This design comes from an exercise in tuning for small area, a short achievable clock period and few clock cycles per item on the open sky130 flow, not from production work.
At most, simulation tests tie the RTL to the original design; equivalence was not proved.
Function not checked in run 6: the RTL went through the layout flow alone.
Power is estimated from default activity; no workload was simulated.

==> design.v <==
module m3p_rle (
    input  wire        clk,
    input  wire        rst,         
    input  wire        start,       
    input  wire [1:0]  op,          
    input  wire [15:0] width,       
    input  wire [15:0] src_len,     
    output reg  [1:0]  status,      
    output reg  [1:0]  errcode,     
    output reg  [15:0] dst_len,
    output reg         src_re,
    output reg  [15:0] src_addr,
    input  wire [7:0]  src_rdata,
    output reg         dst_we,
    output reg  [15:0] dst_waddr,
    output reg  [7:0]  dst_wdata,
    output reg         dst_re,
    output reg  [15:0] dst_raddr,
    input  wire [7:0]  dst_rdata
);
    localparam ST_IDLE = 2'd0, ST_BUSY = 2'd1, ST_DONE = 2'd2, ST_ERROR = 2'd3;
    localparam OP_PREDICT = 2'd0, OP_UNPREDICT = 2'd1, OP_ENCODE = 2'd2, OP_DECODE = 2'd3;
    localparam ERR_NONE = 2'd0, ERR_INVARG = 2'd1, ERR_MALFORMED = 2'd2;
    localparam M_ZC = 2'd0,    
               M_ZF = 2'd1,    
               M_LC = 2'd2,    
               M_LD = 2'd3;    
    wire busy = (status == ST_BUSY);
    wire acc  = !busy && start;           
    reg  init;                            
    reg  bad_w;                           
    wire fpm_i = !op[1] && !op[0] && width[15:1] != 15'd0 &&
                 (!src_len[15] || src_len[14:0] == 15'd0);
    reg [1:0]  opq;
    reg [15:0] ip;         
    reg        imore;      
    reg [16:0] na;         
    reg [7:0]  xq, nq;     
    reg        xz, nz;     
    reg        cv, nv;     
    reg        rv;         
    reg [1:0]  prime;      
    reg [7:0]  kw;         
    reg [1:0]  md;
    reg        zw;         
    reg        fin_q;      
    reg        ph;         
    reg        fpm;        
    reg [1:0]  fp;         
    reg        isd, capd;  
    reg        wide;       
    reg        isx, isn, nok_i;    
    reg        cap_x, cap_n, nok_c;    
    reg        v2, v3;
    reg [7:0]  aq, dq;     
    reg [7:0]  x2, n2, nw2, wv;
    reg        cn;         
    wire is_pred = (opq == OP_PREDICT);
    wire is_unp  = (opq == OP_UNPREDICT);
    wire is_enc  = (opq == OP_ENCODE);
    wire filt    = !opq[1];
    wire fb      = busy && filt && !init;
    wire cb      = busy && !filt && !init;
    wire [15:0] ip_inc = ip + 16'd1;
    wire [16:0] na_inc = na + 17'd1;
    wire f_empty = !src_re && !cap_n && !v2 && !v3;
    wire dx = fb && imore &&                                         
              (is_pred ? (fpm ? (fp != 2'd2) : !ph) : (wide || f_empty));
    wire dn_s = fb && is_pred && (fpm ? (fp == 2'd2) : ph);           
    wire dn_d = is_unp ? dx : (dx && fpm && fp == 2'd0);             
    wire dn   = dn_s || dn_d;
    wire f_done = fb && !imore && !ph && !(fpm && fp == 2'd2) &&
                  !src_re && !cap_x && !cap_n && !v2 && !v3;
    wire nok_n = !na_inc[16] && (na_inc[15] || !fpm);
    wire cpy   = fb && fpm && (fp == 2'd2);
    wire [15:0] cpy_addr = {1'b1, width[0] ? dst_len[14:0] : {src_addr[14:1], 1'b0}};
    wire [7:0]  cpy_data = width[0] ? xq : src_rdata;
    wire       c1   = (wv >= n2);        
    wire       c2   = (wv >= nw2);       
    wire       selw = (c1 && c2 && cn) || (!c1 && !c2 && !cn);
    wire       seln = (!c1 && c2 && cn) || (c1 && !c2 && !cn);
    function [7:0] addsub;
        input [7:0] a, b;
        input       s;
        reg   [8:0] t;
        begin
            t = {a, 1'b1} + {b ^ {8{s}}, s};
            addsub = t[8:1];
        end
    endfunction
    wire [8:0] nmnw = {1'b0, nq} - {1'b0, n2};    
    wire [7:0] xw   = addsub(x2, wv, is_pred);
    wire [7:0] dw   = addsub(dq, wv, is_pred);
    wire [7:0] fres = selw ? xw : (seln ? aq : dw);
    wire       nx_nz   = !nv || !nz;
    wire       k_max   = (kw == 8'd255);
    wire       k_lt254 = (kw[7:1] != 7'h7f);
    wire       k_one   = (kw == 8'd1);
    wire       k_two   = (kw == 8'd2);
    wire       x_one   = (xq == 8'd1);
    wire       z_cont  = cv && xz && !k_max;
    wire       l_cont  = cv && ((!xz && !k_max) || (nx_nz && k_lt254));
    wire       lit1    = !xz || nx_nz;
    wire [7:0] kw_pm   = kw + {{7{!is_enc}}, 1'b1};    
    reg        p_adv, p_we, p_wslot, p_fin, p_err;
    reg [1:0]  p_wd;       
    always @(*) begin
        p_adv = 1'b0; p_we = 1'b0; p_wslot = 1'b0; p_fin = 1'b0; p_err = 1'b0;
        p_wd  = 2'd0;
        if (is_enc) begin
            if (!md[0]) begin
                if (z_cont) begin
                    p_adv = 1'b1; p_we = 1'b1; p_wslot = 1'b1; p_wd = 2'd2;
                end else if (!zw) begin
                    p_we = 1'b1; p_wslot = 1'b1; p_wd = 2'd1;
                end else if (!cv) begin
                    p_fin = 1'b1;
                end else if (lit1) begin
                    p_adv = 1'b1; p_we = 1'b1;
                end
            end else begin
                if (l_cont) begin
                    p_adv = 1'b1; p_we = 1'b1;
                end else begin
                    p_we = 1'b1; p_wslot = 1'b1; p_wd = 2'd1;
                    if (!cv) p_fin = 1'b1;
                    else if (xz) p_adv = 1'b1;
                end
            end
        end else begin
            case (md)
                M_ZC: begin
                    if (!cv) begin
                        p_err = 1'b1;
                    end else begin
                        p_adv = 1'b1;
                        p_we  = !xz; p_wd = 2'd3;
                        if ((xz || x_one) && !nv) p_fin = 1'b1;
                    end
                end
                M_ZF: begin
                    p_we = 1'b1; p_wd = 2'd3;
                    if (k_two) begin
                        if (!cv) p_fin = 1'b1;
                        else if (rv) begin
                            p_adv = 1'b1;
                            if (xz && !nv) p_fin = 1'b1;
                        end
                    end
                end
                M_LC: begin
                    p_adv = 1'b1;
                    if (xz && !nv) p_fin = 1'b1;
                end
                default: begin  
                    if (!cv) begin
                        p_err = 1'b1;
                    end else begin
                        p_adv = 1'b1; p_we = 1'b1;
                        if (k_one && !nv) p_fin = 1'b1;
                    end
                end
            endcase
        end
    end
    wire go   = cb && !fin_q && (prime == 2'd0);
    wire act  = go && (!p_adv || rv);
    wire adv  = cb && ((prime != 2'd0) ? rv : (act && p_adv));
    wire lost = rv && !adv;               
    always @(posedge clk) begin
        if (rst)
            init <= 1'b0;
        else
            init <= acc;
    end
    always @(posedge clk) begin
        if (rst) begin
            status  <= ST_IDLE;
            errcode <= ERR_NONE;
        end else if (acc) begin
            status  <= ST_BUSY;
            errcode <= ERR_NONE;
        end else if (init && bad_w) begin
            status  <= ST_ERROR;
            errcode <= ERR_INVARG;
        end else if (f_done || (cb && fin_q)) begin
            status  <= ST_DONE;
        end else if (act && p_err) begin
            status  <= ST_ERROR;
            errcode <= ERR_MALFORMED;
        end
    end
    wire dl_ldna = act && is_enc && !md[0] && !z_cont && zw && !cv;
    wire dl_inc1 = (fb && v3) ||
                   (act && ((is_enc && !md[0] && !zw) ||
                            (is_enc && !md[0] && !z_cont && cv && lit1) ||
                            (is_enc && md[0] && (l_cont || cv)) ||
                            (!is_enc && p_we)));
    always @(posedge clk) begin
        if (rst)
            dst_len <= 16'd0;
        else if ((act && p_err) || (init && bad_w))
            dst_len <= 16'd0;
        else if (init)
            dst_len <= {15'd0, is_enc};
        else if (dl_ldna)
            dst_len <= na_inc[15:0];
        else if (dl_inc1)
            dst_len <= dst_len + 16'd1;
    end
    wire na_ldlen = act && is_enc && md[0] && !l_cont && cv;
    wire na_inc_e = dn || (act && is_enc && !md[0] && !z_cont && zw && cv);
    always @(posedge clk) begin
        if (init)
            na <= opq[1] ? 17'd0 : fpm ? {width[15], width[15], ~width[14:0]} : {1'b1, ~width};
        else if (na_ldlen)
            na <= {1'b0, dst_len};
        else if (na_inc_e)
            na <= na_inc;
    end
    wire ip_en = dx || (adv && imore);
    always @(posedge clk) begin
        if (init) begin
            ip    <= 16'd0;
            imore <= (src_len != 16'd0);
        end else if (ip_en) begin
            ip    <= ip_inc;
            imore <= (ip_inc != src_len);
        end
    end
    always @(posedge clk) begin
        if (rst) begin
            src_re <= 1'b0;
        end else if (init) begin
            src_re <= opq[1];
        end else if (fb) begin
            src_re <= dx || dn_s;
        end else begin
            src_re <= cb && !fin_q;
        end
    end
    always @(posedge clk) begin
        if (init)
            src_addr <= 16'd0;
        else if (fb) begin
            if (dx)
                src_addr <= ip;
            else if (dn_s)
                src_addr <= {na_inc[15] && !fpm, na_inc[14:0]};
        end else
            src_addr <= lost ? ip : src_addr + 16'd1;
    end
    always @(posedge clk) begin
        if (rst)
            dst_re <= 1'b0;
        else
            dst_re <= dn_d && nok_n;
    end
    always @(*) dst_raddr = na[15:0];
    always @(posedge clk) begin
        if (rst)
            dst_we <= 1'b0;
        else
            dst_we <= (fb && (v3 || cpy)) || (act && p_we);
    end
    always @(posedge clk) begin
        if (cpy) begin
            dst_waddr <= cpy_addr;
            dst_wdata <= cpy_data;
        end else if (fb) begin
            dst_waddr <= dst_len;
            dst_wdata <= fres;
        end else begin
            dst_waddr <= p_wslot ? na[15:0] : dst_len;
            case (p_wd)
                2'd0: dst_wdata <= xq;
                2'd1: dst_wdata <= kw;
                2'd2: dst_wdata <= kw_pm;
                default: dst_wdata <= 8'd0;
            endcase
        end
    end
    always @(posedge clk) begin
        if (!busy) begin
            opq   <= op;
            bad_w <= !op[1] && (width == 16'd0);
            wide  <= (width[15:3] != 13'd0) || (width[2] && width[1:0] != 2'd0);
            fpm   <= fpm_i;
        end
    end
    always @(posedge clk) begin
        if (init) begin
            ph    <= 1'b0;
            fp    <= 2'd0;
            isx   <= 1'b0;
            isn   <= 1'b0;
            cap_x <= 1'b0;
            cap_n <= 1'b0;
            v2    <= 1'b0;
            v3    <= 1'b0;
        end else begin
            if (is_pred && fb && !fpm) ph <= dx;
            if (fpm && fb && (dx || dn_s)) fp <= (fp == 2'd2) ? 2'd0 : fp + 2'd1;
            isx   <= dx;
            isn   <= dn;
            cap_x <= isx;
            cap_n <= isn;
            v2    <= cap_n;
            v3    <= v2;
        end
        if (dn) begin
            nok_i <= nok_n;
            isd   <= dn_d;
        end
        nok_c <= nok_i;
        capd  <= isd;
    end
    always @(posedge clk) begin
        aq  <= addsub(xq, nq, is_pred);
        dq  <= addsub(xq, nmnw[7:0], is_pred);
        cn  <= !nmnw[8];
        x2  <= xq;
        n2  <= nq;
        nw2 <= n2;
    end
    always @(posedge clk) begin
        if (init)
            wv <= 8'd0;
        else if (fb && v3)
            wv <= is_pred ? x2 : fres;
    end
    always @(posedge clk) begin
        if (init) begin
            nq    <= 8'd0;
            cv    <= 1'b0;
            nv    <= 1'b0;
            rv    <= 1'b0;
            prime <= 2'd2;
        end else if (fb) begin
            if (cap_x) xq <= src_rdata;
            if (cap_n) nq <= nok_c ? (capd ? dst_rdata : src_rdata) : 8'd0;
        end else begin
            rv <= !lost;
            if (adv) begin
                xq <= nq;
                xz <= nz;
                cv <= nv;
                nq <= src_rdata;
                nz <= (src_rdata == 8'd0);
                nv <= imore;
                if (prime != 2'd0) prime <= prime - 2'd1;
            end
        end
    end
    always @(posedge clk) begin
        if (init) begin
            kw    <= 8'd0;
            md    <= 2'd0;
            zw    <= 1'b0;
            fin_q <= 1'b0;
        end else if (act) begin
            if (p_fin) fin_q <= 1'b1;
            if (is_enc) begin
                if (!md[0]) begin
                    if (z_cont) begin
                        kw <= kw_pm;
                        zw <= 1'b1;
                    end else if (!zw) begin
                        zw <= 1'b1;
                    end else if (cv) begin
                        md <= 2'd1;
                        kw <= {7'd0, lit1};
                    end
                end else begin
                    if (l_cont) begin
                        kw <= kw_pm;
                    end else if (cv) begin
                        md <= 2'd0;
                        zw <= 1'b0;
                        kw <= {7'd0, xz};
                    end
                end
            end else begin
                case (md)
                    M_ZC: begin
                        kw <= xq;
                        md <= (xz || x_one) ? M_LC : M_ZF;
                    end
                    M_ZF: begin
                        kw <= kw_pm;
                        if (k_two) begin
                            if (cv && rv) begin
                                kw <= xq;
                                md <= xz ? M_ZC : M_LD;
                            end else begin
                                md <= M_LC;
                            end
                        end
                    end
                    M_LC: begin
                        kw <= xq;
                        md <= xz ? M_ZC : M_LD;
                    end
                    default: begin
                        kw <= kw_pm;
                        if (k_one) md <= M_ZC;
                    end
                endcase
            end
        end
    end
endmodule
==> flow/run.sh <==
#!/bin/bash
# The standard layout with two changes of method, none of the constraints:
#  - every port still gets its own buffer, but a plain buf_1 (repair may size it)
#    instead of the delay-cell buffer buffer_ports picks by default;
#  - timing repair works until the setup slack is at least SETUP_SLACK_MARGIN,
#    i.e. it aims at a shorter period than the clock's (the SDC is unchanged).
set -euo pipefail
export BUFFER_PORTS_ARGS="-buffer_cell sky130_fd_sc_hd__buf_1"
bash standard.sh SETUP_SLACK_MARGIN=8.3 finish > standard_flow.log 2>&1
==> standard.sh <==
#!/bin/bash
# synth_recipe.tcl (not shown) runs the flow's synth.tcl, then flattens the netlist and writes it again
# the make line also repeats each setting of config.mk as NAME=value (left out here)
make -C /OpenROAD-flow-scripts/flow DESIGN_CONFIG=/design/flow/config.mk WORK_HOME=/design/flow/orfs CLKGATE_MAP_FILE= SYNTH_SCRIPT=/design/flow/synth_recipe.tcl "${@:-finish}"
==> config.mk <==
export PLATFORM = sky130hd
export DESIGN_NAME = m3p_rle
export DESIGN_NICKNAME = m3p_rle
export VERILOG_FILES = /design/flow/design.v
export SDC_FILE = /design/flow/constraint.sdc
export NUM_CORES = 4
export LEC_CHECK = 0
export CAP_MARGIN = 20
export CORE_MARGIN = 2
export CORE_UTILIZATION = 40
export CTS_BUF_LIST = sky130_fd_sc_hd__clkbuf_8
export SLEW_MARGIN = 20
==> constraint.sdc <==
create_clock -name core_clock -period 12.0 [get_ports {clk}]
set_input_delay 2.4000 -clock core_clock [delete_from_list [all_inputs] [get_ports {clk}]]
set_output_delay 2.4000 -clock core_clock [all_outputs]
set_load 0.01 [all_outputs]
==> out/results.ini, run 1 <==
[layout]
layout_common_cells = nand2_1, dfxtp_1, buf_1
nFillCells = 3215
final_core_utilization_pct = 43.8
area_growth_syn_to_layout_pct = 8.53
layout-drive-gt1-share_pct = 5.81
layout.nets = 1693
final_common_cell = nand2_1
final_cell_area_sq_um = 13700
n_antenna_cell = 0

[synthesis]
synth_edf_count = 35
synth_fp_nets = 1617
synth_top_area_share_pct = 26.1
yosys_warnings = 1
synthesis.area_sq_um = 12700
synth.largest_area_cell = dfxtp_1
syn_inst = 1494
synth_area_leaders = dfxtp_1, edfxtp_1, ha_1, xnor2_1, nand2_1
async_reset_ff_share_pct = 0
ys_types = 96
ys.flop_type = dfxtp_1
ys_seq_area_share_pct = 34.4
avgSynthCellArea_sq_um = 8.47
ys_ff_latch = 200

[routing]
drc_errors = 0
route.vias.total = 11576
wl_per_cell_um = 20.6
ant_nets = 0
firstDrtPassIters = 6
drtIter0Drc = 1014
routed_wirelength_um = 40900
viasPerCell = 5.83

[pwr]
p_per_area_nw_per_um2 = 196
cellLeakagePower_nw = 5.42
peakVddDrop_v = 0.000128

[global_routing]
grt_overflow = 0
antenna_found_initial = 0
grt_max_degree = 55
grt_pass1_vias = 11089
grtUsageTotal_pct = 24.8
grt_pass1_wl_um = 63700

[worst_setup_path]
path_class = flip-flop to output pin
path_cells = buf_1
max_stage_delay_ns = 0.56
crit_path_start_kind = flip-flop
slowest_stage = dfxtp_1
cp-end-kind = output pin
arrival_ns = 1.25
required_ns = 9.60
path_delay_family = flip-flops
worst-path-max-fanout = 6
worst-path-buf-inv = 1

[placed_design]
dpl_cell_area_sq_um = 13300
dp_hpwl_um = 30500
place_ws_ns = 7.88
place_congestion = 0.922
io_buffers = 131

[clock_network]
cts_tree = yes
cts.path.max_buffers = 2
root_buffer = clkbuf_8
worstSkewPairLatency_ns = 0.50
ctsHtreeMaxLevel = 4
holdBufCountCts = 0
cts-buffers-inserted = 17
clk_pin_slew_ns = 0.10
cts_sinks = 200

[timing]
tightest_slew_ns = 1.01
final_max_slew_viol_count = 0
worst_slack_ns = 8.35
fmax_mhz = 274
final-setup-viol-count = 0
relSlewSlack_pct = 32.5
rsz0062_at_grt = yes
hold_viol = 0
fin_setup_tns_ns = 0
finalCriticalPeriod_ns = 3.65
period_share_pct = 30.4
finalClockSkew_ns = 0.0211

[hold_path]
hold_path.class = flip-flop to flip-flop

[die]
initial_core_util_pct = 40.3
io_pins = 132
rows = 65
die_w_um = 182
core-area_sq_um = 31400
die_h_um = 182
dieArea_sq_um = 33100

[outcome]
status = no timing/DRC/antenna violations

[run]
maxCapViolations = 0

[power breakdown]
| part | switching [mW] | total [mW] | internal, mW |
|---|---|---|---|
| clock | 0.268 | 0.437 | 0.169 |
| combinational | 0.734 | 1.29 | 0.559 |
| sequential | 0.141 | 0.962 | 0.821 |
[synthesized netlist by cell type (8+ instances only)]
master,n
nand4_1,22
a22oi_1,31
inv_1,52
clkbuf_1,37
dfxtp_1,165
and3_1,28
nor4_1,14
xor2_1,43
nand2_1,162
a21o_1,19
o21a_1,13
a21oi_1,87
nor2b_1,11
a31oi_1,13
nand2b_1,16
buf_4,19
ha_1,68
o22ai_1,21
nor2_1,128
a211oi_1,26
nor3_1,39
a222oi_1,9
edfxtp_1,35
buf_1,12
buf_2,19
xnor2_1,71
nor3b_1,9
o21ai_0,75
o31ai_1,9
mux2i_1,38
nand3_1,50
and2_1,8
or3_1,13
[final cells by class]
| type | count | area, sq um | area share [%] |
|---|---|---|---|
| Sequential cell | 200 | 4360 | 31.8 |
| Tap cell | 402 | 503 | 3.66 |
| Multi-Input combinational cell | 1146 | 7650 | 55.7 |
| Clock inverter | 15 | 144 | 1.05 |
| Clock buffer | 17 | 234 | 1.70 |
| Timing Repair Buffer | 150 | 634 | 4.62 |
| Inverter | 55 | 208 | 1.51 |
[cell families (layout without fill, tap and decap cells)]
family                     after synthesis  in the layout  share of synthesized area, %
DFF                                    200            200                          34.4
xor gates and xnor gates               114            114                          7.89
and+or+nand+nor                        532            532                          20.8
adders and majority gates               70             70                          7.04
muxes                                   40             40                          3.18
AOI/OAI and AO/OA                      390            390                          21.3
buffers and inverters                  148            237                          5.46
[through the flow]
step,total power [mW],cells,hold slack (ns)
after global routing,2.90,1985,0.360
after CTS,2.69,1981,0.355
after floorplan,1.94,1494,0.323
after global placement,2.24,1947,0.328
after detailed placement,2.25,1947,0.330
final,2.69,1985,0.353
[flip-flops by register name (all words and copies together), names as in the netlist, 16 cells and up]
name,count
dst_len,16
ip,16
src_addr,16
dst_waddr,16
na,17
[final timing paths]
check / cells past startpoint / slack (ns) / endpoint / from
worst max-delay path: 1 / 8.35 / dst_len[4] / dst_len[4]
worst min-delay path: 0 / 0.35 / nok_c / nok_i
worst max register to register: 10 / 8.50 / wv[6] / opq[1]
worst min register to register: 0 / 0.35 / nok_c / nok_i
[per-layer routing]
layer	GRT usage [%]	routed length (um)	share of wire [%]	vias to the layer above
li1	-	-	-	5571
met4	9.39	1140	2.8	0
met1	31.6	17900	44	5571
met5	0	0	0	-
met2	42.3	19700	48	364
met3	3.69	2110	5.2	70
[what timing repair did]
item | CTS | global route
buffers inserted | 2 | 4
endpoints found under the setup margin | 11 | 23
gates resized for setup | 4 | 4
pin swaps | 0 | 1
Testbench counts, summed over its fixed seeds: cycles 142,815, items 31,322.
==> run 2, diff against run 1 <==
--- a/config.mk
+++ b/config.mk
@@ -11,2 +11,3 @@
 export CTS_BUF_LIST = sky130_fd_sc_hd__clkbuf_8
+export CTS_CLUSTER_SIZE = 12
 export SLEW_MARGIN = 20
==> run 2 against run 1 <==
Die area stayed put. Hold slack unchanged. Sequential share of layout area unchanged. Still clean.
==> out/results.ini, run 2 <==
[synthesis]
yosysMostFrequentCell = dfxtp_1  ; unchanged
synth_fp_nets = 1617  ; unchanged
synth.largest_area_cell = dfxtp_1  ; unchanged
synth_top_area_share_pct = 26.1  ; unchanged
yosys_warnings = 1  ; unchanged
async_reset_ff_share_pct = 0  ; unchanged
syn_inst = 1494  ; unchanged
ys_ff_latch = 200  ; unchanged
ys_seq_area_share_pct = 34.4  ; unchanged
synth_area_leaders = dfxtp_1, edfxtp_1, ha_1, xnor2_1, nand2_1  ; unchanged
ys.flop_type = dfxtp_1  ; unchanged
yosys-top-cells-count = dfxtp_1, nand2_1, nor2_1  ; unchanged
synthesis.area_sq_um = 12700  ; unchanged
avgSynthCellArea_sq_um = 8.47  ; unchanged
ys_types = 96  ; unchanged
synth_edf_count = 35  ; unchanged

[timing]
final_max_slew_viol_count = 0  ; unchanged
relSlewSlack_pct = 32.5  ; unchanged
final-setup-viol-count = 0  ; unchanged
tightest_slew_ns = 1.01  ; unchanged
finalClockSkew_ns = 0.0211  ; unchanged
period_share_pct = 30.4  ; unchanged
fmax_mhz = 274  ; unchanged
rsz0062_at_grt = yes  ; unchanged
hold_viol = 0  ; unchanged
finalCriticalPeriod_ns = 3.65  ; unchanged
fin_setup_tns_ns = 0  ; unchanged

[worst_setup_path]
r2r_slack_ns = 8.50  ; about the same
reg2reg_from = opq[1]  ; unchanged
path_delay_family = flip-flops  ; unchanged
path_class = flip-flop to output pin  ; unchanged
worst-path-max-fanout = 6  ; unchanged
timing.rr.end = wv[6]  ; unchanged
slowest_stage = dfxtp_1  ; unchanged
crit_path_start_kind = flip-flop  ; unchanged
cp.depth = 1  ; unchanged
cp-end-kind = output pin  ; unchanged
required_ns = 9.60  ; about the same
path_cells = buf_1  ; unchanged
arrival_ns = 1.25  ; about the same
worst-path-buf-inv = 1  ; unchanged
cp-startpoint = dst_len[4]  ; unchanged
max_stage_delay_ns = 0.56  ; about the same
reg2regPathDepth = 10  ; unchanged

[clock_network]
cts_sinks = 200  ; unchanged
root_buffer = clkbuf_8  ; unchanged
cts-buffers-inserted = 17  ; unchanged
clk_pin_slew_ns = 0.10  ; about the same
holdBufCountCts = 0  ; unchanged
worstSkewPairLatency_ns = 0.50  ; about the same
cts_tree = yes  ; unchanged
ctsHtreeMaxLevel = 4  ; unchanged
cts.path.max_buffers = 2  ; unchanged

[layout]
n_antenna_cell = 0  ; unchanged
nFillCells = 3215  ; unchanged
final_common_cell = nand2_1  ; unchanged
final_core_utilization_pct = 43.8  ; unchanged
layout.nets = 1693  ; unchanged
layout_common_cells = nand2_1, dfxtp_1, buf_1  ; unchanged
final_cells = 1985  ; unchanged
largest_register_ffs = 17  ; unchanged
layout-drive-gt1-share_pct = 5.81  ; unchanged
area_growth_syn_to_layout_pct = 8.53  ; unchanged
final_cell_area_sq_um = 13700  ; unchanged
top_register = na  ; unchanged

[global_routing]
grt_pass1_vias = 11089  ; unchanged
grt_overflow = 0  ; unchanged
grt_max_degree = 55  ; unchanged
grtUsageTotal_pct = 24.8  ; unchanged
grt_pass1_wl_um = 63700  ; unchanged
antenna_found_initial = 0  ; unchanged

[placed_design]
dp_cells = 1947  ; unchanged
place_congestion = 0.922  ; unchanged
io_buffers = 131  ; unchanged
dpl_cell_area_sq_um = 13300  ; unchanged
dp_hpwl_um = 30500  ; unchanged

[pwr]
peakVddDrop_v = 0.000128  ; unchanged
power_mw = 2.69  ; unchanged
cellLeakagePower_nw = 5.42  ; unchanged
p_per_area_nw_per_um2 = 196  ; unchanged

[die]
die_w_um = 182  ; unchanged
die_h_um = 182  ; unchanged
rows = 65  ; unchanged
core-area_sq_um = 31400  ; unchanged
dieArea_sq_um = 33100  ; unchanged
initial_core_util_pct = 40.3  ; unchanged
io_pins = 132  ; unchanged

[routing]
ant_nets = 0  ; unchanged
viasPerCell = 5.83  ; unchanged
drc_errors = 0  ; unchanged
firstDrtPassIters = 6  ; unchanged
drtIter0Drc = 1014  ; unchanged
wl_per_cell_um = 20.6  ; unchanged
route.vias.total = 11576  ; unchanged
routed_wirelength_um = 40900  ; unchanged

[hold_path]
whs_endpoint = nok_c  ; unchanged
hold_path.class = flip-flop to flip-flop  ; unchanged
min_from = nok_i  ; unchanged
holdPathStages = 0  ; unchanged

[outcome]
status = no timing/DRC/antenna violations  ; unchanged

[run]
maxCapViolations = 0  ; unchanged

[run 2: cell counts in the layout (fill, tap and decap cells not counted)]
Identical to the previous run, type by type.
[run 2: logic make-up after synthesis]
family | synth area share (%)
AOI/OAI and AO/OA | 21.3
xor gates and xnor gates | 7.89
adders and majority gates | 7.04
buffers and inverters | 5.46
DFF | 34.4
muxes | 3.18
and+or+nand+nor | 20.8
[run 2: metal layers]
metal | wire length (um) | GRT usage, %
met1 | 17900 | 31.6
met4 | 1140 | 9.39
met3 | 2110 | 3.69
met2 | 19700 | 42.3
met5 | 0 | 0
[run 2: final cells by class]
type | instances | area (sq um) | share of cell area (%)
flip-flops and latches | 200 | 4360 | 31.8
clock buffers | 17 | 234 | 1.70
repair buffers | 150 | 634 | 4.62
inverters | 55 | 208 | 1.51
multi-input cells | 1146 | 7650 | 55.7
clock inverters | 15 | 144 | 1.05
well taps | 402 | 503 | 3.66
[run 2: worst register-to-register path, delay by kind of cell (launching register included)]
kind / cells / cell delay (ns)
xor gates and xnor gates: 1 / 0.28
muxes: 1 / 0.12
AOI/OAI and AO/OA: 5 / 1.24
adders and majority gates: 1 / 0.32
and+or+nand+nor: 2 / 0.92
DFF: 1 / 0.51
[run 2: power breakdown]
part	switching, mW	total, mW	internal (mW)
sequential	0.141	0.962	0.821
clock	0.268	0.437	0.169
combinational	0.734	1.29	0.559
total	1.14	2.69	1.55
[run 2: timing repair]
action / CTS / global route
setup endpoints to repair: 11 / 23
setup buffers: 2 / 4
pin swaps: 0 / 1
resized for setup: 4 / 4
[run 2: how the worst max path moves through the flow]
stage / end / slack, ns
after detailed placement: imore / 7.88
after floorplan: imore / 8.22
after global placement: imore / 7.87
after global routing: dst_wdata[6] / 8.23
final: dst_len[4] / 8.35
after CTS: dst_len[6] / 8.32
[run 2: stage by stage]
step                      setup WS, ns  hold slack, ns
final                             8.35           0.353
after global routing              8.23           0.360
after CTS                         8.32           0.355
after detailed placement          7.88           0.330
after global placement            7.87           0.328
after floorplan                   8.22           0.323
==> run 3, diff against run 2 <==
--- a/config.mk
+++ b/config.mk
@@ -10,4 +10,2 @@
 export CORE_UTILIZATION = 40
-export CTS_BUF_LIST = sky130_fd_sc_hd__clkbuf_8
-export CTS_CLUSTER_SIZE = 12
 export SLEW_MARGIN = 20
==> run 3 against run 2 <==
Still clean on timing, DRC and antenna. Register-to-register slack about the same. Synthesized area did not move. Wire length about the same. Clock power grew 32%. Sequential cell count unchanged. Via count up 1.0%. Sequential power about the same. Sequential share of layout area fell by 0.46 points. Non-clock buffer count decreased by 1. Clock skew decreased by 0.011 ns. Synthesized cell count did not move. Largest cell class unchanged.
==> out/results.ini, run 3 <==
[synthesis]
yosysMostFrequentCell = dfxtp_1  ; unchanged
synth_top_area_share_pct = 26.1  ; unchanged
synth.largest_area_cell = dfxtp_1  ; unchanged
synth_fp_nets = 1617  ; unchanged
ys_ff_latch = 200  ; unchanged
ys_types = 96  ; unchanged
ys_seq_area_share_pct = 34.4  ; unchanged
yosys_warnings = 1  ; unchanged
avgSynthCellArea_sq_um = 8.47  ; unchanged
synth_edf_count = 35  ; unchanged
synthesis.area_sq_um = 12700  ; unchanged
async_reset_ff_share_pct = 0  ; unchanged
ys.flop_type = dfxtp_1  ; unchanged
syn_inst = 1494  ; unchanged
synth_area_leaders = dfxtp_1, edfxtp_1, ha_1, xnor2_1, nand2_1  ; unchanged
yosys-top-cells-count = dfxtp_1, nand2_1, nor2_1  ; unchanged

[die]
io_pins = 132  ; unchanged
die_h_um = 182  ; unchanged
die_w_um = 182  ; unchanged
dieArea_sq_um = 33100  ; unchanged
initial_core_util_pct = 40.3  ; unchanged
core-area_sq_um = 31400  ; unchanged
rows = 65  ; unchanged

[worst_setup_path]
worst-path-buf-inv = 1  ; unchanged
crit_path_start_kind = flip-flop  ; unchanged
required_ns = 9.60  ; about the same
arrival_ns = 1.25  ; about the same
max_stage_delay_ns = 0.61  ; was 0.56 ns
path_delay_family = flip-flops  ; unchanged
path_cells = buf_1  ; unchanged
worst-path-max-fanout = 11  ; was 6
slowest_stage = dfxtp_1  ; unchanged
cp-end-kind = output pin  ; unchanged
path_class = flip-flop to output pin  ; unchanged

[outcome]
status = no timing/DRC/antenna violations  ; unchanged

[routing]
route.vias.total = 11696  ; was 11576
drtIter0Drc = 1011  ; was 1014
wl_per_cell_um = 20.6  ; about the same
drc_errors = 0  ; unchanged
firstDrtPassIters = 6  ; unchanged
routed_wirelength_um = 41000  ; was 40900 um
viasPerCell = 5.90  ; was 5.83
ant_nets = 0  ; unchanged

[timing]
fmax_mhz = 274  ; about the same
hold_viol = 0  ; unchanged
period_share_pct = 30.5  ; was 30.4%
rsz0062_at_grt = yes  ; unchanged
finalClockSkew_ns = 0.0100  ; was 0.0211 ns
relSlewSlack_pct = 32.4  ; was 32.5%
final-setup-viol-count = 0  ; unchanged
final_max_slew_viol_count = 0  ; unchanged
fin_setup_tns_ns = 0  ; unchanged
tightest_slew_ns = 1.01  ; about the same
finalCriticalPeriod_ns = 3.65  ; about the same

[global_routing]
grtUsageTotal_pct = 24.9  ; was 24.8%
antenna_found_initial = 0  ; unchanged
use_met3_pct = 4.17  ; was 3.69%
busiest_layer = met2  ; unchanged
grt_pass1_wl_um = 63800  ; was 63700 um
grt_max_degree = 55  ; unchanged
grt_pass1_vias = 11159  ; was 11089
grt_overflow = 0  ; unchanged
grt_use_met2_pct = 42.3  ; about the same
use_met1_pct = 31.7  ; was 31.6%

[clock_network]
ctsHtreeMaxLevel = 4  ; unchanged
worstSkewPairLatency_ns = 0.45  ; was 0.50 ns
cts-buffers-inserted = 17  ; unchanged
cts_tree = yes  ; unchanged
holdBufCountCts = 0  ; unchanged
root_buffer = clkbuf_16  ; was clkbuf_8
cts_sinks = 200  ; unchanged
clk_pin_slew_ns = 0.07  ; was 0.10 ns
cts.path.max_buffers = 2  ; unchanged

[placed_design]
io_buffers = 131  ; unchanged
dp_hpwl_um = 30500  ; unchanged
place_congestion = 0.922  ; unchanged

[layout]
final_common_cell = dfxtp_1  ; was nand2_1
layout.nets = 1692  ; was 1693
final_core_utilization_pct = 44.4  ; was 43.8%
n_antenna_cell = 0  ; unchanged
area_growth_syn_to_layout_pct = 10.0  ; was 8.53%
largest_register_ffs = 17  ; unchanged
layout_common_cells = dfxtp_1, nand2_1, buf_1  ; was nand2_1, dfxtp_1, buf_1
layout-drive-gt1-share_pct = 5.69  ; was 5.81%
top_register = na  ; unchanged

[pwr]
cellLeakagePower_nw = 5.51  ; was 5.42 nW
peakVddDrop_v = 0.000149  ; was 0.000128 V
p_per_area_nw_per_um2 = 204  ; was 196 nW/um^2

[hold_path]
hold_path.class = flip-flop to flip-flop  ; unchanged

[run]
maxCapViolations = 0  ; unchanged

==> run 3: cell counts after synthesis <==
Identical to the previous run, type by type.
==> run 3: area by class of cell <==
class                           count  area [sq um]
Timing Repair Buffer              149           629
Inverter                           55           208
Sequential cell                   200          4360
Tap cell                          402           503
Clock inverter                     14           140
Clock buffer                       18           429
Multi-Input combinational cell   1146          7660
Fill cell                        3190         17500
==> run 3: path summary, 6_finish.rpt <==
kind,start,end,slack [ns],cells after the start
max reg2reg,opq[1],wv[6],8.51,10
min reg2reg,nok_i,nok_c,0.35,0
max,dst_len[2],dst_len[2],8.35,1
min,nok_i,nok_c,0.35,0
==> run 3: kinds of logic after synthesis <==
kind of cell | after synthesis | synth area share (%)
DFF | 200 | 34.4
AOI/OAI and AO/OA | 390 | 21.3
muxes | 40 | 3.18
xor gates and xnor gates | 114 | 7.89
adders and majority gates | 70 | 7.04
and+or+nand+nor | 532 | 20.8
buffers and inverters | 148 | 5.46
==> run 3: power breakdown <==
part | switching [mW] | internal [mW]
Combinational | 0.736 | 0.559
Clock | 0.285 | 0.292
Sequential | 0.141 | 0.821
Total | 1.16 | 1.67
==> run 3: metrics by stage <==
stage	power (mW)	instances	area, sq um	hold slack, ns	worst slack (ns)
4_1_cts	2.83	1981	13900	0.347	8.34
5_1_grt	3.05	1984	13900	0.351	8.24
2_1_floorplan	1.94	1494	12700	0.323	8.22
3_3_place_gp	2.24	1947	13300	0.328	7.87
3_5_place_dp	2.25	1947	13300	0.330	7.88
6_report	2.83	1984	13900	0.346	8.35
==> run 3: what timing repair did <==
item                                    4_1_cts  5_1_grt
hold endpoints to repair                      0        0
gates resized for setup                       1        6
endpoints found under the setup margin        8       26
pin swaps                                     0        3
buffers inserted                              2        3
==> run 3: routing by layer <==
metal	share of wire (%)	up-vias
met4	3.1	0
met3	6.1	84
met1	43	5614
li1	-	5582
met2	48	416
met5	0	-
==> run 4, diff against run 3 <==
--- a/config.mk
+++ b/config.mk
@@ -10,2 +10,3 @@
 export CORE_UTILIZATION = 40
+export CTS_BUF_LIST = sky130_fd_sc_hd__clkbuf_4 sky130_fd_sc_hd__clkbuf_8
 export SLEW_MARGIN = 20
==> run 4 against run 3 <==
Still clean. Power fell by 4.9%. Hold slack better by 0.0072 ns. Die area unchanged. Clock-buffer cell count unchanged. Wire length shrank 0.10%. Largest cell class unchanged.
==> out/results.ini, run 4 <==
[outcome]
status = no timing/DRC/antenna violations  ; unchanged

[pwr]
pwr-share-clk_pct = 16.3  ; was 20.4%
cell_internal_pwr_mw = 1.55  ; was 1.67 mW
peakVddDrop_v = 0.000128  ; was 0.000149 V
netSwitchingPower_mw = 1.14  ; was 1.16 mW
cellLeakagePower_nw = 5.42  ; was 5.51 nW
power_mw = 2.70  ; was 2.83 mW
pwr-share-seq_pct = 35.7  ; was 34.0%
p_per_area_nw_per_um2 = 196  ; was 204 nW/um^2
swShare_pct = 42.4  ; was 41.0%
pwr-share-comb_pct = 48.0  ; was 45.7%

[placed_design]
dpl_cell_area_sq_um = 13300  ; unchanged
place_ws_ns = 7.88  ; unchanged
dp_hpwl_um = 30500  ; unchanged
io_buffers = 131  ; unchanged
dp_cells = 1947  ; unchanged
place_congestion = 0.922  ; unchanged

[worst_setup_path]
worst-path-buf-inv = 1  ; unchanged
slowest_stage = dfxtp_1  ; unchanged
path_class = flip-flop to output pin  ; unchanged
arrival_ns = 1.26  ; was 1.25 ns
cp-end-kind = output pin  ; unchanged
required_ns = 9.60  ; about the same
worst-path-max-fanout = 6  ; was 11
max_stage_delay_ns = 0.57  ; was 0.61 ns
path_delay_family = flip-flops  ; unchanged
crit_path_start_kind = flip-flop  ; unchanged
path_cells = buf_1  ; unchanged

[synthesis]
ys_types = 96  ; unchanged
avgSynthCellArea_sq_um = 8.47  ; unchanged
yosysMostFrequentCell = dfxtp_1  ; unchanged
ys_seq_area_share_pct = 34.4  ; unchanged
async_reset_ff_share_pct = 0  ; unchanged
synth.largest_area_cell = dfxtp_1  ; unchanged
synthesis.area_sq_um = 12700  ; unchanged
synth_top_area_share_pct = 26.1  ; unchanged
ys.flop_type = dfxtp_1  ; unchanged
yosys_warnings = 1  ; unchanged
synth_edf_count = 35  ; unchanged
yosys-top-cells-count = dfxtp_1, nand2_1, nor2_1  ; unchanged
synth_fp_nets = 1617  ; unchanged
synth_area_leaders = dfxtp_1, edfxtp_1, ha_1, xnor2_1, nand2_1  ; unchanged
ys_ff_latch = 200  ; unchanged
syn_inst = 1494  ; unchanged

[layout]
largest_register_ffs = 17  ; unchanged
final_common_cell = nand2_1  ; was dfxtp_1
final_cell_area_sq_um = 13700  ; was 13900 sq um
final_cells = 1985  ; was 1984
layout_common_cells = nand2_1, dfxtp_1, buf_1  ; was dfxtp_1, nand2_1, buf_1
final_core_utilization_pct = 43.8  ; was 44.4%
n_antenna_cell = 0  ; unchanged
top_register = na  ; unchanged
layout-drive-gt1-share_pct = 5.87  ; was 5.69%
layout.nets = 1693  ; was 1692
area_growth_syn_to_layout_pct = 8.56  ; was 10.0%

[timing]
relSlewSlack_pct = 33.6  ; was 32.4%
fmax_mhz = 273  ; was 274 MHz
tightest_slew_ns = 0.993  ; was 1.01 ns
worst_hold_slack_ns = 0.353  ; was 0.346 ns
final-setup-viol-count = 0  ; unchanged
finalClockSkew_ns = 0.0166  ; was 0.0100 ns
worst_slack_ns = 8.34  ; was 8.35 ns
hold_viol = 0  ; unchanged
period_share_pct = 30.5  ; about the same
finalCriticalPeriod_ns = 3.66  ; was 3.65 ns
final_max_slew_viol_count = 0  ; unchanged
rsz0062_at_grt = yes  ; unchanged
fin_setup_tns_ns = 0  ; unchanged

[clock_network]
holdBufCountCts = 0  ; unchanged
cts_tree = yes  ; unchanged
ctsHtreeMaxLevel = 4  ; unchanged
root_buffer = clkbuf_8  ; was clkbuf_16
cts-buffers-inserted = 17  ; unchanged
cts_sinks = 200  ; unchanged
clk_pin_slew_ns = 0.10  ; was 0.07 ns
worstSkewPairLatency_ns = 0.50  ; was 0.45 ns
cts.path.max_buffers = 2  ; unchanged

[global_routing]
grt_pass1_wl_um = 63700  ; was 63800 um
antenna_found_initial = 0  ; unchanged
grt_overflow = 0  ; unchanged
grt_max_degree = 55  ; unchanged
grt_pass1_vias = 11089  ; was 11159
grtUsageTotal_pct = 24.8  ; was 24.9%

[hold_path]
hold_path.class = flip-flop to flip-flop  ; unchanged

[routing]
route.vias.total = 11648  ; was 11696
wl_per_cell_um = 20.6  ; about the same
firstDrtPassIters = 8  ; was 6
ant_nets = 0  ; unchanged
routed_wirelength_um = 40900  ; was 41000 um
drtIter0Drc = 1096  ; was 1011
drc_errors = 0  ; unchanged
viasPerCell = 5.87  ; was 5.90

[die]
initial_core_util_pct = 40.3  ; unchanged
rows = 65  ; unchanged
die_w_um = 182  ; unchanged
die_h_um = 182  ; unchanged
io_pins = 132  ; unchanged
dieArea_sq_um = 33100  ; unchanged
core-area_sq_um = 31400  ; unchanged

[run]
maxCapViolations = 0  ; unchanged

[run 4: worst reg2reg max path: cells and delay by family, from the launching register on]
family	cells	cell delay [ns]
fa+ha+maj	1	0.32
mux	1	0.12
compound gates	5	1.25
flops	1	0.51
simple gates	2	0.91
xor+xnor	1	0.28
[run 4: path summary, 6_finish.rpt]
kind / startpoint / to / slack [ns] / cells after the start
max: dst_len[4] / dst_len[4] / 8.34 / 1
min: nok_i / nok_c / 0.35 / 0
max reg2reg: opq[1] / wv[6] / 8.50 / 10
min reg2reg: nok_i / nok_c / 0.35 / 0
[run 4: kinds of logic (layout without fill, tap and decap cells)]
kind of cell,count (synthesis),in the layout,synth area share [%]
fa+ha+maj,70,70,7.04
compound gates,390,390,21.3
simple gates,532,532,20.8
buf+inv,148,237,5.46
xor+xnor,114,114,7.89
flops,200,200,34.4
mux,40,40,3.18
[run 4: routing by layer]
metal | part of all wire [%] | global-route usage [%] | wire length [um]
met1 | 44 | 31.6 | 17800
met2 | 48 | 42.3 | 19700
met3 | 5.5 | 3.69 | 2250
met4 | 2.6 | 9.39 | 1080
met5 | 0 | 0 | 0
[run 4: repair_timing]
action / in CTS / in global routing
setup buffers: 2 / 4
resized for setup: 4 / 4
endpoints found under the hold margin: 0 / 0
cloned: 0 / 0
pin swaps: 0 / 1
endpoints found under the setup margin: 11 / 23
[run 4: cell type report]
class,count,area (sq um)
clock buffers,18,241
inverters,55,208
clock inverters,14,140
well taps,402,503
multi-input cells,1146,7650
flip-flops and latches,200,4360
repair buffers,150,634
fillers,3215,17600
[run 4: power groups by stage]
stage	Sequential [mW]	Clock, mW	Combinational (mW)
after floorplan	0.914	0	1.03
after global placement	0.978	0	1.26
after detailed placement	0.980	0	1.27
after CTS	0.963	0.450	1.28
after global routing	0.978	0.474	1.45
final	0.962	0.440	1.29
==> run 5, diff against run 4 <==
--- a/flow/run.sh
+++ b/flow/run.sh
@@ -8,2 +8,2 @@
 export BUFFER_PORTS_ARGS="-buffer_cell sky130_fd_sc_hd__buf_1"
-bash standard.sh SETUP_SLACK_MARGIN=8.3 finish > standard_flow.log 2>&1
+bash standard.sh SETUP_SLACK_MARGIN=8.45 finish > standard_flow.log 2>&1
==> run 5 against run 4 <==
Clock-buffer cell count unchanged. Largest power group unchanged. Utilization increased by 1.2 points. Setup slack improved by 0.13 ns. Cell area increased by 2.7%. Sequential cell count unchanged. Synthesized cell count unchanged. Maximum frequency increased by 3.7%. Final cell count increased by 1.6%. Die area unchanged. Global-route usage decreased by 0.25 points. Critical path depth unchanged. Still clean. Largest cell class unchanged.
==> out/results.ini, run 5 <==
[layout]
layout_common_cells = nand2_1, dfxtp_1, nor2_1  ; was nand2_1, dfxtp_1, buf_1
area_growth_syn_to_layout_pct = 11.5  ; was 8.56%
nFillCells = 3154  ; was 3215
top_register = na  ; unchanged
layout-drive-gt1-share_pct = 10.1  ; was 5.87%
largest_register_ffs = 17  ; unchanged
layout.nets = 1723  ; was 1693
final_common_cell = nand2_1  ; unchanged

[global_routing]
busiest_layer = met2  ; unchanged
grt_overflow = 0  ; unchanged
use_met3_pct = 3.65  ; was 3.69%
grt_use_met2_pct = 40.3  ; was 42.3%
grt_pass1_wl_um = 63100  ; was 63700 um
grt_pass1_vias = 10859  ; was 11089
grt_max_degree = 64  ; was 55
grtUsageTotal_pct = 24.5  ; was 24.8%
antenna_found_initial = 1  ; was 0
use_met1_pct = 32.3  ; was 31.6%

[synthesis]
synthesis.area_sq_um = 12700  ; unchanged
ys_seq_area_share_pct = 34.4  ; unchanged
synth_top_area_share_pct = 26.1  ; unchanged
syn_inst = 1494  ; unchanged
ys_ff_latch = 200  ; unchanged
avgSynthCellArea_sq_um = 8.47  ; unchanged
ys.flop_type = dfxtp_1  ; unchanged
synth_area_leaders = dfxtp_1, edfxtp_1, ha_1, xnor2_1, nand2_1  ; unchanged
async_reset_ff_share_pct = 0  ; unchanged
synth_top_family_by_area = compound AO/OA/AOI/OAI gates  ; unchanged
yosysMostFrequentCell = dfxtp_1  ; unchanged
synth-compound-area-share_pct = 21.3  ; unchanged
muxShareOfSynthArea_pct = 3.18  ; unchanged
synth_edf_count = 35  ; unchanged
synth_fp_nets = 1617  ; unchanged
synthAdderAreaFrac_pct = 7.04  ; unchanged
yosys.area_share.simple_pct = 20.8  ; unchanged
yosys_warnings = 1  ; unchanged
ys_types = 96  ; unchanged
yosys-top-cells-count = dfxtp_1, nand2_1, nor2_1  ; unchanged
synthXorXnorAreaFrac_pct = 7.89  ; unchanged
synth.largest_area_cell = dfxtp_1  ; unchanged

[timing]
finalCriticalPeriod_ns = 3.53  ; was 3.66 ns
worst_hold_slack_ns = 0.353  ; about the same
finalClockSkew_ns = 0.0221  ; was 0.0166 ns
rsz0062_at_grt = yes  ; unchanged
fin_setup_tns_ns = 0  ; unchanged
fmax_mhz = 283  ; was 273 MHz
period_share_pct = 29.4  ; was 30.5%
hold_viol = 0  ; unchanged
final-setup-viol-count = 0  ; unchanged
relSlewSlack_pct = 37.9  ; was 33.6%
final_max_slew_viol_count = 0  ; unchanged
tightest_slew_ns = 0.920  ; was 0.993 ns

[routing]
firstDrtPassIters = 8  ; unchanged
route.vias.total = 11954  ; was 11648
drtIter0Drc = 1110  ; was 1096
routed_wirelength_um = 41800  ; was 40900 um
ant_nets = 0  ; unchanged
wl_per_cell_um = 20.7  ; was 20.6 um
drc_errors = 0  ; unchanged
viasPerCell = 5.93  ; was 5.87

[clock_network]
cts-buffers-inserted = 17  ; unchanged
cts.path.max_buffers = 2  ; unchanged
root_buffer = clkbuf_8  ; unchanged
cts_sinks = 200  ; unchanged
cts_tree = yes  ; unchanged
clk_pin_slew_ns = 0.12  ; was 0.10 ns
ctsHtreeMaxLevel = 4  ; unchanged
worstSkewPairLatency_ns = 0.49  ; was 0.50 ns

[outcome]
status = no timing/DRC/antenna violations  ; unchanged

[worst_setup_path]
max_stage_delay_ns = 0.47  ; was 0.57 ns
crit_path_start_kind = flip-flop  ; unchanged
cp-end-kind = output pin  ; unchanged
slowest_stage = edfxtp_1  ; was dfxtp_1
cp-startpoint = na[0]  ; was dst_len[4]
arrival_ns = 1.13  ; was 1.26 ns
path_class = flip-flop to output pin  ; unchanged
reg2reg_from = opq[1]  ; unchanged
r2r_slack_ns = 8.56  ; was 8.50 ns
worst-path-buf-inv = 1  ; unchanged
path_cells = clkbuf_2  ; was buf_1
required_ns = 9.60  ; about the same
path_delay_family = flip-flops  ; unchanged
worst-path-max-fanout = 2  ; was 6

[hold_path]
min_from = isd  ; was nok_i
hold_path.class = flip-flop to flip-flop  ; unchanged

[placed_design]
dp_hpwl_um = 30400  ; was 30500 um
io_buffers = 131  ; unchanged
place_congestion = 0.907  ; was 0.922

[die]
core-area_sq_um = 31400  ; unchanged
dieArea_sq_um = 33100  ; unchanged
die_w_um = 182  ; unchanged
initial_core_util_pct = 40.3  ; unchanged
die_h_um = 182  ; unchanged
rows = 65  ; unchanged
io_pins = 132  ; unchanged

[run]
maxCapViolations = 0  ; unchanged

[pwr]
cellLeakagePower_nw = 5.63  ; was 5.42 nW
p_per_area_nw_per_um2 = 194  ; was 196 nW/um^2
peakVddDrop_v = 0.000115  ; was 0.000128 V

## run 5: cell counts after synthesis
No cell type changed its count.
## run 5: cells by family after synthesis
group           count (synthesis)
simple gates                  532
xor+xnor                      114
buf+inv                       148
compound gates                390
flops                         200
fa+ha+maj                      70
mux                            40
## run 5: timing repair
| action | CTS | global route |
|---|---|---|
| pin swaps | 1 | 6 |
| gates cloned | 1 | 1 |
| resized for setup | 37 | 27 |
| hold buffers | 0 | 0 |
| hold endpoints to repair | 0 | 0 |
| setup buffers | 21 | 16 |
| setup endpoints to repair | 89 | 76 |
## run 5: layout make-up
cell class / count / area, sq um / area share, %
tap: 402 / 503 / 3.56
timing repair buffer: 178 / 878 / 6.22
sequential: 200 / 4440 / 31.4
clock buffer: 18 / 241 / 1.71
antenna: 1 / 2.50 / 0.0177
inverter: 55 / 208 / 1.47
clock inverter: 14 / 135 / 0.958
multi-input combinational: 1148 / 7710 / 54.6
## run 5: metrics by stage
stage | util (%) | setup slack (ns) | instance area, sq um | total power [mW] | std cells
CTS | 44.3 | 8.43 | 13900 | 2.69 | 1998
detailed placement | 42.3 | 7.96 | 13300 | 2.25 | 1944
global placement | 42.3 | 7.93 | 13300 | 2.23 | 1944
finish | 45.0 | 8.47 | 14100 | 2.74 | 2016
global route | 44.9 | 8.39 | 14100 | 2.93 | 2015
floorplan | - | 8.22 | 12700 | 1.94 | 1494
## run 5: path summary, 6_finish.rpt
path,end,cells after the start
max,dst_raddr[0],1
min,capd,0
max reg2reg,na[13],11
min reg2reg,capd,0
## run 5: metal layers
| metal | wire, um | share of wire, % |
|---|---|---|
| met2 | 19700 | 47 |
| met3 | 2760 | 6.6 |
| met1 | 17800 | 43 |
| met5 | 0 | 0 |
| met4 | 1480 | 3.5 |
## run 5: power breakdown
| group | switching, mW | leakage [nW] | total (mW) | internal [mW] |
|---|---|---|---|---|
| registers | 0.136 | 1.70 | 0.956 | 0.820 |
| clock network | 0.272 | 0.185 | 0.427 | 0.155 |
| logic | 0.762 | 3.74 | 1.35 | 0.593 |
==> run 6, diff against run 5 <==
--- a/design.v
+++ b/design.v
@@ -30,2 +30,4 @@
     reg  init;                            
+    reg  err_q;                           
+    reg  neg2, neg3;                      
     reg  bad_w;                           
@@ -61,4 +63,4 @@
     wire filt    = !opq[1];
-    wire fb      = busy && filt && !init;
-    wire cb      = busy && !filt && !init;
+    wire fb      = busy && filt && !init && !err_q;
+    wire cb      = busy && !filt && !init && !err_q;
     wire [15:0] ip_inc = ip + 16'd1;
@@ -91,4 +93,4 @@
     wire [8:0] nmnw = {1'b0, nq} - {1'b0, n2};    
-    wire [7:0] xw   = addsub(x2, wv, is_pred);
-    wire [7:0] dw   = addsub(dq, wv, is_pred);
+    wire [7:0] xw   = addsub(x2, wv, neg3);
+    wire [7:0] dw   = addsub(dq, wv, neg3);
     wire [7:0] fres = selw ? xw : (seln ? aq : dw);
@@ -176,2 +178,8 @@
     always @(posedge clk) begin
+        if (rst || !busy)
+            err_q <= 1'b0;
+        else if ((init && bad_w) || (act && p_err))
+            err_q <= 1'b1;
+    end
+    always @(posedge clk) begin
         if (rst) begin
@@ -183,4 +191,5 @@
         end else if (init && bad_w) begin
-            status  <= ST_ERROR;
             errcode <= ERR_INVARG;
+        end else if (err_q) begin
+            status  <= ST_ERROR;
         end else if (f_done || (cb && fin_q)) begin
@@ -188,3 +197,2 @@
         end else if (act && p_err) begin
-            status  <= ST_ERROR;
             errcode <= ERR_MALFORMED;
@@ -201,3 +209,3 @@
             dst_len <= 16'd0;
-        else if ((act && p_err) || (init && bad_w))
+        else if (err_q)
             dst_len <= 16'd0;
@@ -286,2 +294,4 @@
             bad_w <= !op[1] && (width == 16'd0);
+            neg2  <= (op == OP_PREDICT);
+            neg3  <= (op == OP_PREDICT);
             wide  <= (width[15:3] != 13'd0) || (width[2] && width[1:0] != 2'd0);
@@ -318,4 +328,4 @@
     always @(posedge clk) begin
-        aq  <= addsub(xq, nq, is_pred);
-        dq  <= addsub(xq, nmnw[7:0], is_pred);
+        aq  <= addsub(xq, nq, neg2);
+        dq  <= addsub(xq, nmnw[7:0], neg2);
         cn  <= !nmnw[8];
--- a/flow/run.sh
+++ b/flow/run.sh
@@ -8,2 +8,2 @@
 export BUFFER_PORTS_ARGS="-buffer_cell sky130_fd_sc_hd__buf_1"
-bash standard.sh SETUP_SLACK_MARGIN=8.45 finish > standard_flow.log 2>&1
+bash standard.sh SETUP_SLACK_MARGIN=8.3 finish > standard_flow.log 2>&1
--- a/config.mk
+++ b/config.mk
@@ -10,3 +10,2 @@
 export CORE_UTILIZATION = 40
-export CTS_BUF_LIST = sky130_fd_sc_hd__clkbuf_4 sky130_fd_sc_hd__clkbuf_8
 export SLEW_MARGIN = 20
==> run 6 against run 5 <==
Combinational power decreased by 16%. Critical path depth unchanged. Wire length decreased by 2.3%. Clock-buffer cell count increased by 13. Sequential cell count increased by 2. Die area increased by 1.3%. Register-to-register slack improved by 0.03 ns. First-iteration DRC count increased by 1.3%. Clock power increased by 74%. Power increased by 2.6%. Global-route usage decreased by 0.95 points. Sequential share of layout area decreased by 0.68 points. Critical endpoint is now src_addr[6].
==> out/results.ini, run 6 <==
[worst_setup_path]
path_delay_family = flip-flops  ; unchanged
path_cells = buf_1  ; was clkbuf_2
max_stage_delay_ns = 0.56  ; was 0.47 ns
path_class = flip-flop to output pin  ; unchanged
slowest_stage = dfxtp_1  ; was edfxtp_1
worst-path-buf-inv = 1  ; unchanged
cp-end-kind = output pin  ; unchanged
arrival_ns = 1.30  ; was 1.13 ns
required_ns = 9.60  ; about the same
worst-path-max-fanout = 6  ; was 2
crit_path_start_kind = flip-flop  ; unchanged
r2r_slack_ns = 8.59  ; was 8.56 ns

[synthesis]
ys_seq_area_share_pct = 34.3  ; was 34.4%
synth_top_area_share_pct = 25.9  ; was 26.1%
ys_ff_latch = 202  ; was 200
yosys-top-cells-count = dfxtp_1, nand2_1, nor2_1  ; unchanged
synthesis.area_sq_um = 12800  ; was 12700 sq um
ys.flop_type = dfxtp_1  ; unchanged
synth_edf_count = 36  ; was 35
yosys_warnings = 1  ; unchanged
yosysMostFrequentCell = dfxtp_1  ; unchanged
synth.largest_area_cell = dfxtp_1  ; unchanged
syn_inst = 1490  ; was 1494
async_reset_ff_share_pct = 0  ; unchanged
ys_types = 89  ; was 96
synth_fp_nets = 1613  ; was 1617
synth_area_leaders = dfxtp_1, edfxtp_1, ha_1, xnor2_1, nand2_1  ; unchanged
avgSynthCellArea_sq_um = 8.61  ; was 8.47 sq um

[timing]
fmax_mhz = 271  ; was 283 MHz
fin_setup_tns_ns = 0  ; unchanged
final_max_slew_viol_count = 0  ; unchanged
worst_slack_ns = 8.30  ; was 8.47 ns
hold_viol = 0  ; unchanged
final-setup-viol-count = 0  ; unchanged
period_share_pct = 30.8  ; was 29.4%
rsz0062_at_grt = no  ; was yes
finalClockSkew_ns = 0.0276  ; was 0.0221 ns
tightest_slew_ns = 1.07  ; was 0.920 ns
relSlewSlack_pct = 28.3  ; was 37.9%
finalCriticalPeriod_ns = 3.70  ; was 3.53 ns

[hold_path]
hold_path.class = flip-flop to flip-flop  ; unchanged

[placed_design]
place_ws_ns = 7.58  ; was 7.96 ns
dpl_cell_area_sq_um = 13500  ; was 13300 sq um
place_congestion = 0.909  ; was 0.907
dp_cells = 1947  ; was 1944
io_buffers = 131  ; unchanged
dp_hpwl_um = 30400  ; about the same

[die]
die_w_um = 183  ; was 182 um
die_h_um = 183  ; was 182 um
dieArea_sq_um = 33500  ; was 33100 sq um
core-area_sq_um = 31600  ; was 31400 sq um
io_pins = 132  ; unchanged
rows = 65  ; unchanged
initial_core_util_pct = 40.7  ; was 40.3%

[layout]
final_cells = 1997  ; was 2016
top_register = na  ; unchanged
final_common_cell = dfxtp_1  ; was nand2_1
area_growth_syn_to_layout_pct = 11.9  ; was 11.5%
layout-drive-gt1-share_pct = 7.47  ; was 10.1%
layout_common_cells = dfxtp_1, nand2_1, buf_1  ; was nand2_1, dfxtp_1, nor2_1
largest_register_ffs = 17  ; unchanged
final_cell_area_sq_um = 14400  ; was 14100 sq um
layout.nets = 1696  ; was 1723

[routing]
drc_errors = 0  ; unchanged
firstDrtPassIters = 8  ; unchanged
ant_nets = 0  ; unchanged
routed_wirelength_um = 40800  ; was 41800 um
drtIter0Drc = 1124  ; was 1110
wl_per_cell_um = 20.4  ; was 20.7 um
route.vias.total = 11710  ; was 11954
viasPerCell = 5.86  ; was 5.93

[clock_network]
cts_tree = yes  ; unchanged
root_buffer = clkbuf_16  ; was clkbuf_8
holdBufCountCts = 0  ; unchanged
clk_pin_slew_ns = 0.06  ; was 0.12 ns
worstSkewPairLatency_ns = 0.54  ; was 0.49 ns
cts.path.max_buffers = 3  ; was 2
ctsHtreeMaxLevel = 1  ; was 4
cts-buffers-inserted = 25  ; was 17
cts_sinks = 202  ; was 200

[pwr]
peakVddDrop_v = 0.0000992  ; was 0.000115 V
cellLeakagePower_nw = 5.47  ; was 5.63 nW
p_per_area_nw_per_um2 = 196  ; was 194 nW/um^2

[global_routing]
grt_max_degree = 57  ; was 64
antenna_found_initial = 1  ; unchanged
grt_pass1_wl_um = 62200  ; was 63100 um
grt_overflow = 0  ; unchanged
grtUsageTotal_pct = 23.6  ; was 24.5%
grt_pass1_vias = 10952  ; was 10859

[outcome]
status = no timing/DRC/antenna violations  ; unchanged

[run]
maxCapViolations = 0  ; unchanged

run 6: logic make-up (layout without fill, tap and decap cells):
family / Yosys count / count (layout) / synth area share [%]
AND/OR/NAND/NOR: 490 / 490 / 19.0
multiplexers: 43 / 43 / 3.42
adder cells (fa/ha/maj): 70 / 70 / 6.94
AO/OA/AOI/OAI: 401 / 401 / 21.9
buffers and inverters: 148 / 250 / 5.17
flip-flops: 202 / 202 / 34.3
XOR/XNOR: 136 / 136 / 9.28
other: 0 / 3 / 0
run 6: metal layers:
metal / track usage, % / part of all wire [%] / up-vias
met1: 30.6 / 42 / 5515
met3: 3.77 / 7.1 / 82
li1: - / - / 5623
met5: 0 / 0 / -
met2: 39.4 / 47 / 490
met4: 8.80 / 3.5 / 0
run 6: worst paths after layout:
path,from,to,cells past startpoint
worst min register to register,nok_i,nok_c,0
worst max register to register,init,src_addr[15],9
worst min-delay path,nok_i,nok_c,0
worst max-delay path,src_addr[6],src_addr[6],1
run 6: report_power, final:
| part | leakage [nW] | total [mW] | internal [mW] | switching [mW] |
|---|---|---|---|---|
| clock network | 0.403 | 0.745 | 0.433 | 0.312 |
| registers | 1.70 | 0.938 | 0.813 | 0.125 |
| logic | 3.37 | 1.13 | 0.481 | 0.645 |
run 6: timing repair:
item                       in CTS  in global routing
setup buffers                   1                  0
setup endpoints to repair      52                 50
resized for setup               8                  5
run 6: cell type report:
type,count,area (sq um)
antenna,3,7.51
clock buffer,31,689
clock inverter,15,124
fill,3138,17200
inverter,62,233
multi-input combinational,1140,7810
sequential,202,4410
tap,402,503
timing repair buffer,142,576
run 6: per-stage QoR:
stage                     hold WS (ns)  utilization [%]  power [mW]
after detailed placement         0.335             42.7        2.05
after global routing             0.354             45.5        2.98
after floorplan                  0.323                -        1.77
final                            0.350             45.5        2.81
after global placement           0.325             42.7        2.04
after CTS                        0.349             45.4        2.80

## separate check: timing with driven ports
Ports are ideal in the flow. The routed layouts listed here were re-timed in OpenROAD.
Step 1: set_driving_cell puts a clkbuf_16 on clk and a buf_2 on each other input, an assumption about the parent block.
Step 2 adds t to the input delays and takes it off the output delays; t is the mean of the earliest and latest rising clock arrival at the registers after step 1. Input paths then give back, and output paths get back, about the clock's delay inside the block.
Three values: no drivers, after step 1, after step 2; two values: the first two.
run	t (ns)	setup WS [ns]	pins driven straight from the clock port
run 1	0.543	8.352 / 8.301 / 7.939	1
run 2	0.543	8.352 / 8.301 / 7.939	1
run 3	0.499	8.346 / 8.291 / 7.994	1
run 4	0.544	8.335 / 8.285 / 7.945	1
run 5	0.530	8.467 / 8.420 / 7.968	1
run 6	0.577	8.305 / 8.254 / 7.775	1
After both steps every run listed still meets setup and hold. For run 6, which loses most, drivers alone change the setup slack by -0.051 ns; drivers and shift together by -0.530 ns.
